Source: an optimization exercise on an open RTL-to-GDS flow (aim: small area, a short achievable clock period and few clock cycles per item). Production flows keep margins and buffers that such runs may drop. Function was not checked in any run shown here: the RTL went through the layout flow alone.

==> flow/design.v (outline; a module is shown in full before it is edited, if it fits) <==
// module bmp_hv: 3163 lines
module bmp_hv #(
    parameter LINEBUF_CAP = 4096
) (
    input  wire         clk,
    input  wire         rst,           
    input  wire         in_valid,
    output wire         in_ready,
    input  wire         mode,          
    input  wire [431:0] hdr,           
    input  wire [63:0]  file_size,
    input  wire [15:0]  payload_len,
    output reg          done,
    output reg  [31:0]  v_width,       
    output reg  [31:0]  v_height,      
    output reg  [33:0]  v_stride,      
    output reg  [1:0]   v_pad,
    output reg  [64:0]  v_datalen,     
    output reg  [4:0]   pass_count,
    output reg  [15:0]  chk_mask,
    output reg  [1:0]   v_valid,       
    output reg  [15:0]  paylen
);
  // ...
==> flow/flow/run.sh <==
#!/bin/bash
# The standard ORFS layout (the standard.sh, unchanged synthesis), with
#  - the timing repair steps asked to leave a setup margin, so that they
#    optimise the paths towards a shorter period than the 16 ns constraint;
#  - the port buffers made of plain buffers (buf_1, resizable within the buf
#    footprint) instead of the delay buffer the default picks.
set -euo pipefail
bash standard.sh "SETUP_SLACK_MARGIN=${MARGIN:-11.5}" \
  "BUFFER_PORTS_ARGS=-buffer_cell sky130_fd_sc_hd__buf_1" finish > standard.log 2>&1
==> flow/standard.sh <==
#!/bin/bash
# synth_recipe.tcl (not shown) runs the flow's synth.tcl, then flattens the netlist and writes it again
# the make line also repeats each setting of config.mk as NAME=value (left out here)
make -C /OpenROAD-flow-scripts/flow DESIGN_CONFIG=/design/flow/config.mk WORK_HOME=/design/flow/orfs CLKGATE_MAP_FILE= SYNTH_SCRIPT=/design/flow/synth_recipe.tcl "${@:-finish}"
==> flow/config.mk <==
export PLATFORM = sky130hd
export DESIGN_NAME = bmp_hv
export DESIGN_NICKNAME = bmp_hv
export VERILOG_FILES = /design/flow/design.v
export SDC_FILE = /design/flow/constraint.sdc
export NUM_CORES = 4
export LEC_CHECK = 0
export CAP_MARGIN = 20
export CORE_MARGIN = 2
export CORE_UTILIZATION = 50
export PLACE_DENSITY = 0.65
export SLEW_MARGIN = 20
==> flow/constraint.sdc <==
create_clock -name core_clock -period 16.0 [get_ports {clk}]
set_input_delay 3.2000 -clock core_clock [delete_from_list [all_inputs] [get_ports {clk}]]
set_output_delay 3.2000 -clock core_clock [all_outputs]
set_load 0.01 [all_outputs]
==> qor.yml, run 1 <==
routing:
  maxUsedRoutingLayer: "met5"
  ant_nets: 0
  met3WireLength_mm: 17.1
worst_setup_path:
  cp_num_cells: 18
  crit_family: "compound AO/OA/AOI/OAI gates"
  path_cells: "buf_2 > ha_4 > ha_4 > a21o_1 > a21oi_1 > nor2b_1 > a2111oi_4 > buf_4 > o21ai_4 > a31o_4 > a21o_1 > o21ai_2 > nand2b_1 > a21oi_2 > o21bai_1 > a21o_1 > ha_2 > xor2_1"
  crit_path_max_fanout: 3
  startpoint: "hdr[152]"
sta:
  whs_ns: 0.288
  worstMarginPinSlew_ns: 1.29
  rsz0062_at_grt: "yes"
  fmax_mhz: 178
  slew_violations: 0
  fin_worst_skew_ns: 0.0599
  post-route-period-util_pct: 35.1
finish:
  multi_input_area_share_pct: 53.7
  fin_nets: 6675
  layout_commonest_cell: "dfxtp_1"
  finalNonFillerCells: 6647
  multiInputGateArea_mm2: 0.0314
  signal_buffers: 792
floorplanning:
  dieWidth_um: 319
  tap_cells: 1287
global_route:
  met2_usage_pct: 47.5
  grt_remaining_overflow: 0
cts:
  cts-root-buf: "clkbuf_16"
  clock_latency_ns: 0.70
run_status:
  outcome: "finished clean"
logic_synthesis:
  ys_seq_elements: 775
  synthAdderAreaFrac_pct: 30.3
place:
  gp_congestion: 0.907
==> run 2, diff against run 1 <==
--- a/flow/design.v
+++ b/flow/design.v
@@ -2267,27 +2267,23 @@
     assign tree_s[61] = t_1955;
     assign tree_c[61] = t_1956;
     assign tree_s[62] = t_1957;
     assign tree_c[62] = t_1958;
     assign tree_s[63] = t_1959;
     assign tree_c[63] = pp_969;
     wire s1_wpos  = !s1_w[31] && (s1_w != 32'd0);
     wire s1_hnz    = (s1_h != 32'd0);
-    wire s1_h1     = (s1_h == 32'd1) || (s1_h == 32'hFFFFFFFF);
-    wire s1_h2     = (s1_h == 32'd2) || (s1_h == 32'hFFFFFFFE);
-    wire s1_wh_le2 = ((s1_w == 32'd1) && (s1_h1 || s1_h2)) || ((s1_w == 32'd2) && s1_h1);
+    wire s1_wh_le2 = ((s1_w == 32'd1) && (h_abs <= 32'd2)) || ((s1_w == 32'd2) && (h_abs == 32'd1));
     wire s1_c6    = s1_mode ? (s1_wpos && s1_hnz && !s1_wh_le2) : (s1_wpos && s1_hnz);
     wire s1_c13   = ($signed(s1_w) <= 32'sd1365);
     wire s1_wbig  = ($signed(s1_w) >= 32'sd65538);
-    wire s1_hbig  = ($signed(s1_h) >= 32'sd65538) || ($signed(s1_h) <= -32'sd65538);
-    wire [18:0] s1_hx = s1_h[18:0] ^ {19{s1_h[31]}};
-    wire [18:0] s1_q  = {s1_pl, 1'b0} + {3'd0, s1_pl} + 19'd6
-                      + (s1_w[0] ? s1_hx : 19'd0) + (s1_w[1] ? {s1_hx[17:0], 1'b0} : 19'd0)
-                      + {17'd0, s1_w[1] & s1_h[31], s1_w[0] & s1_h[31]};
+    wire s1_hbig  = (h_abs >= 32'd65538);
+    wire [18:0] s1_ph = {1'b0, h_abs[17:0]} * {17'd0, s1_w[1:0]};
+    wire [18:0] s1_q  = s1_ph + {1'b0, s1_pl, 1'b0} + {3'd0, s1_pl} + 19'd6;
     wire [3:0]  s1_cnt = s1_chk[0] + s1_chk[1] + s1_chk[2] + s1_chk[3] + s1_chk[4]
                        + s1_chk[5] + s1_chk[6] + s1_chk[7] + s1_chk[8] + s1_chk[9]
                        + s1_c10 + s1_c6 + s1_c13 + 4'd1;
     reg         s2_valid;
     reg         s2_mode;
     reg  [31:0] s2_w;
     reg  [31:0] s2_h;
     reg  [31:0] s2_t;
@@ -3138,26 +3134,24 @@
     wire eq_2707 = (eq_2638 ^ eq_2637 ^ 1'b1) ^ (eq_2636 & eq_2635);
     wire eq_2708 = (eq_2640 ^ eq_2639 ^ 1'b1) ^ (eq_2638 & eq_2637);
     wire eq_2709 = (eq_2642 ^ eq_2641 ^ 1'b1) ^ (eq_2640 & eq_2639);
     wire eq_2710 = (eq_2644 ^ eq_2643 ^ 1'b1) ^ (eq_2642 & eq_2641);
     wire eq_2711 = (eq_2646 ^ eq_2645 ^ 1'b1) ^ (eq_2644 & eq_2643);
     assign f_mis = {eq_2711, eq_2710, eq_2709, eq_2708, eq_2707, eq_2706, eq_2705, eq_2704, eq_2703, eq_2702, eq_2701, eq_2700, eq_2699, eq_2698, eq_2697, eq_2696, eq_2695, eq_2694, eq_2693, eq_2692, eq_2691, eq_2690, eq_2689, eq_2688, eq_2687, eq_2686, eq_2685, eq_2684, eq_2683, eq_2682, eq_2681, eq_2680, eq_2679, eq_2678, eq_2677, eq_2676, eq_2675, eq_2674, eq_2673, eq_2672, eq_2671, eq_2670, eq_2669, eq_2668, eq_2667, eq_2666, eq_2665, eq_2664, eq_2663, eq_2662, eq_2661, eq_2660, eq_2659, eq_2658, eq_2657, eq_2656, eq_2655, eq_2654, eq_2653, eq_2652, eq_2651, eq_2650, eq_2649, eq_2648};
     wire        c15 = s2_f_ok && (f_mis == 64'd0);
     wire        c16 = s2_c16_yes || (s2_c16_cmp && ((ht[31:17] != 15'd0) || ({ht[16:0], 2'b00} >= s2_q)));
-    wire [4:0]  cnt1 = {1'b0, s2_cnt} + 5'd1;
-    wire [4:0]  cnt2 = {1'b0, s2_cnt} + 5'd2;
     wire [15:0] mask = {c16, c15, 1'b1, s2_c13, s2_chk[9:8], s2_c10, s2_chk[7:5],
                         s2_c6, s2_chk[4:0]};
     always @(posedge clk) begin
         if (rst) done <= 1'b0;
         else     done <= s2_valid;
         v_width    <= s2_w;
         v_height   <= s2_h;
         v_stride   <= {s2_t, 2'b00};
         v_pad      <= s2_w[1:0];
         v_datalen  <= {ht, 2'b00};
-        pass_count <= (c15 && c16) ? cnt2 : ((c15 || c16) ? cnt1 : {1'b0, s2_cnt});
+        pass_count <= {1'b0, s2_cnt} + {4'd0, c15} + {4'd0, c16};
         chk_mask   <= mask;
         v_valid    <= {s2_mode && s2_all && c15, !s2_mode && s2_all && c15 && c16};
         paylen     <= s2_pl;
     end
 endmodule
==> qor.yml, run 2 <==
finish:
  final_cell_mix: "inv_1 (736), dfxtp_1 (711), buf_1 (578)"  # was dfxtp_1 (708), inv_1 (667), buf_1 (587)
  fin_nets: 6633  # was 6,675
  drive_gt1_share_pct: 11.1  # was 11.4%
  reg_top3: "s1_fs: 64 flops, s2_ps: 64 flops, v_datalen: 63 flops"  # unchanged
  synthToLayoutAreaGrowth_pct: 18.3  # was 17.7%
  fin_area_mm2: 0.0580  # was 0.0584 mm^2
  layout_commonest_cell: "inv_1"  # was dfxtp_1
  finalNonFillerCells: 6590  # was 6,647
logic_synthesis:
  yosysWarnings: 1  # unchanged
  yosysTopAreaCell: "dfxtp_1"  # unchanged
  ys_seq_elements: 775  # unchanged
  syn_inst: 4680  # was 4,699
  avgSynthCellArea_um2: 10.5  # was 10.6 um^2
  ys_seq_area_share_pct: 31.6  # was 31.3%
  async_reset_ff_share_pct: 0  # unchanged
  synth.most_common_cell: "dfxtp_1"  # unchanged
  synth_top_area_share_pct: 31.6  # was 31.3%
  synth_edf_count: 0  # unchanged
  synth_area_mm2: 0.0491  # was 0.0496 mm^2
  ys_top_cells_by_count: "dfxtp_1 (775), inv_1 (742), fa_1 (531)"  # was dfxtp_1 (775), inv_1 (675), fa_1 (533)
  synth_top_flop_cell: "dfxtp_1"  # unchanged
  synth.area.top_cells: "dfxtp_1 (32%), fa_1 (22%), ha_1 (8.7%)"  # was dfxtp_1 (31%), fa_1 (22%), ha_1 (8.6%)
  synth_cell_types: 72  # was 83
worst_setup_path:
  crit_path_max_fanout: 3  # unchanged
  required_ns: 16.56  # was 16.55 ns
  r2r_cells: 19  # was 24
  reg2reg_setup_slack_ns: 10.49  # was 11.15 ns
  critical_path_arrival_ns: 6.07  # was 6.16 ns
  startpoint: "s1_h[7]"  # was hdr[152]
  crit_path_end: "s2_cnt[1]"  # was s1_t[31]
  cp-start-kind: "flop"  # was input pin
  rr_startpoint: "s1_h[7]"  # was s2_pc[0]
  path_class: "reg -> reg"  # was in -> reg
  reg2reg_to: "s2_cnt[1]"  # was pass_count[1]
  crit_path_end_kind: "flop"  # unchanged
sta:
  post-route-period-util_pct: 34.4  # was 35.1%
  fin_worst_skew_ns: 0.0253  # was 0.0599 ns
  worstMarginPinSlew_ns: 1.28  # was 1.29 ns
  slew_violations: 0  # unchanged
  whs_ns: 0.322  # was 0.288 ns
  tns_ns: 0  # unchanged
  rsz0062_at_grt: "yes"  # unchanged
  relSlewSlack_pct: 13.9  # was 13.8%
  fmax_mhz: 182  # was 178 MHz
  hold_viol_final: 0  # unchanged
  setup_viol: 0  # unchanged
  fin_crit_ns: 5.51  # was 5.61 ns
place:
  dp_hpwl_mm: 110  # was 108 mm
  io_buffers: 603  # unchanged
  place_area_mm2: 0.0529  # was 0.0532 mm^2
  gp_congestion: 0.954  # was 0.907
  dpl.cell_count: 6355  # was 6,369
cts:
  cts.sinks: 775  # unchanged
  cts_inserted_buffers: 82  # was 84
  cts_tree: "done"  # unchanged
  clock_latency_ns: 0.67  # was 0.70 ns
  cts_max_level: 3  # unchanged
  clock_path_buffers: 3  # unchanged
  hold_buffers: 0  # unchanged
  path_clk_slew_ns: 0.06  # about the same
  cts-root-buf: "clkbuf_16"  # unchanged
global_route:
  grt_start_max_net_pins: 35  # was 39
  track_usage_pct: 31.4  # was 30.4%
  grt_pass1_wl_mm: 233  # about the same
  grt_remaining_overflow: 0  # unchanged
  grt_pass1_vias: 37500  # was 38,200
  antenna_found_initial: 15  # was 11
floorplanning:
  start_util_pct: 50.6  # was 50.4%
  dieHeight_um: 317  # was 319 um
  die-area_mm2: 0.101  # was 0.102 mm^2
  coreArea_mm2: 0.0970  # was 0.0984 mm^2
  io_pins: 722  # unchanged
  dieWidth_um: 317  # was 319 um
  rows: 114  # was 115
routing:
  ant_nets: 0  # unchanged
  wl_per_cell_um: 24.3  # was 23.8 um
  dr.pass1.iters: 6  # unchanged
  drt_wl_total_mm: 160  # was 158 mm
  via_count: 36700  # was 37,000
  dr.first_iter.drc_count: 2997  # was 3,194
  drcViolationCount: 0  # unchanged
  vias_per_cell: 5.57  # about the same
run_status:
  outcome: "finished clean"  # unchanged
min_path:
  worstHoldPathType: "reg -> reg"  # unchanged
  worstHoldPathCells: 0  # unchanged
flow_run:
  cap_violations: 0  # unchanged
==> run 2: changes by cell type after synthesis, moves of 7 or more <==
| cell | delta |
|---|---|
| and2_1 | -31 |
| and3_1 | +7 |
| buf_1 | -7 |
| inv_1 | +67 |
| nand2_1 | +30 |
| nand4_1 | -8 |
| nor2_1 | -20 |
| nor2b_1 | -10 |
| o21ai_0 | +12 |
| o21ai_1 | -8 |
| xor2_1 | -24 |
==> run 2: area by class of cell <==
class / count / area (um^2)
repair buffers: 762 / 3930
diodes: 7 / 17.5
clock buffers: 109 / 2380
fillers: 8176 / 39000
clock inverters: 38 / 531
multi-input cells: 2880 / 31200
well taps: 1276 / 1600
flip-flops and latches: 775 / 15600
inverters: 743 / 2790
==> run 2: how the worst min path moves through the flow <==
stage               from     endpoint  slack [ns]
2_1_floorplan  s2_chk[0]  chk_mask[0]        0.31
3_3_place_gp     s2_w[3]   v_width[3]        0.31
3_5_place_dp   s1_fs[54]     s2_f[52]        0.31
4_1_cts        s2_chk[1]  chk_mask[1]        0.32
5_1_grt        s2_chk[1]  chk_mask[1]        0.32
6_report         s2_t[0]  v_stride[2]        0.32
==> run 2: logic make-up (layout without fill, tap and decap cells) <==
| logic type | Yosys count | count (layout) | share of synthesized area, % |
|---|---|---|---|
| other | 2 | 13 | 0.0153 |
| flip-flops | 775 | 775 | 31.6 |
| AND/OR/NAND/NOR | 482 | 482 | 5.41 |
| XOR/XNOR | 749 | 749 | 13.4 |
| adder cells (fa/ha/maj) | 876 | 876 | 30.5 |
| buffers and inverters | 1029 | 1652 | 7.94 |
| multiplexers | 9 | 9 | 0.196 |
| AO/OA/AOI/OAI | 758 | 758 | 11.0 |
==> run 2: per-layer routing <==
metal | vias up | wire length, um | track usage, %
li1 | 16400 | - | -
met1 | 17900 | 64800 | 41.4
met2 | 2073 | 71500 | 48.7
met3 | 376 | 17800 | 9.27
met4 | 2 | 5980 | 12.2
met5 | - | 15 | 0
==> run 2: what timing repair did <==
item                                    4_1_cts  5_1_grt
gates cloned                                  1        2
buffers inserted                             44       33
pin swaps                                    91       81
endpoints found under the setup margin       80       79
gates resized for setup                     168      173
==> run 2: worst max-delay path, cell delays in order (launching register included) <==
cell and delay, ns:
dfxtp_2 0.33, or4_4 0.52, or4_4 0.51, or4_4 0.49, nand2b_4 0.17, or3_4 0.34, or3_4 0.37, a31oi_1 0.17
or3_4 0.18, o21ai_4 0.07, xor2_1 0.17, ha_2 0.32, inv_2 0.03, fa_1 0.48, fa_1 0.42, inv_2 0.08
ha_4 0.13, inv_2 0.04, fa_2 0.54, inv_1 0.03
==> run 2: per-stage QoR <==
step | setup slack (ns) | utilization, %
after floorplan | 10.58 | -
after detailed placement | 10.0 | 54.5
final | 10.49 | 59.8
after CTS | 10.40 | 58.7
after global routing | 10.35 | 59.8
after global placement | 10.03 | 54.5

==> port drivers added, routing unchanged <==
The flow's constraints put no driver on any port. The routed layouts listed below were extracted and timed again, unchanged, in two steps.
Step 1 sets driving cells, clkbuf_16 on the clock port and buf_2 on the other inputs (assumed; they add their load-dependent delay and slew).
Step 2 also shifts input and output timing later by t, the mid clock arrival at the registers, as if the neighbouring blocks saw the same clock.
Three values: ideal, step 1, step 2; two values: the first two.
run	t (ns)	setup slack, ns	worst setup path at the end	worst register clock-pin slew, ns
run 1	0.727	10.391 / 10.390 / 9.663	input to register	0.07 / 0.07
run 2	0.716	10.492 / 10.492 / 10.142	input to register	0.07 / 0.07
After both steps every run listed still meets setup and hold. The setup slack of run 1, which loses most, moves by -0.001 ns with the drivers and by -0.728 ns with both steps.
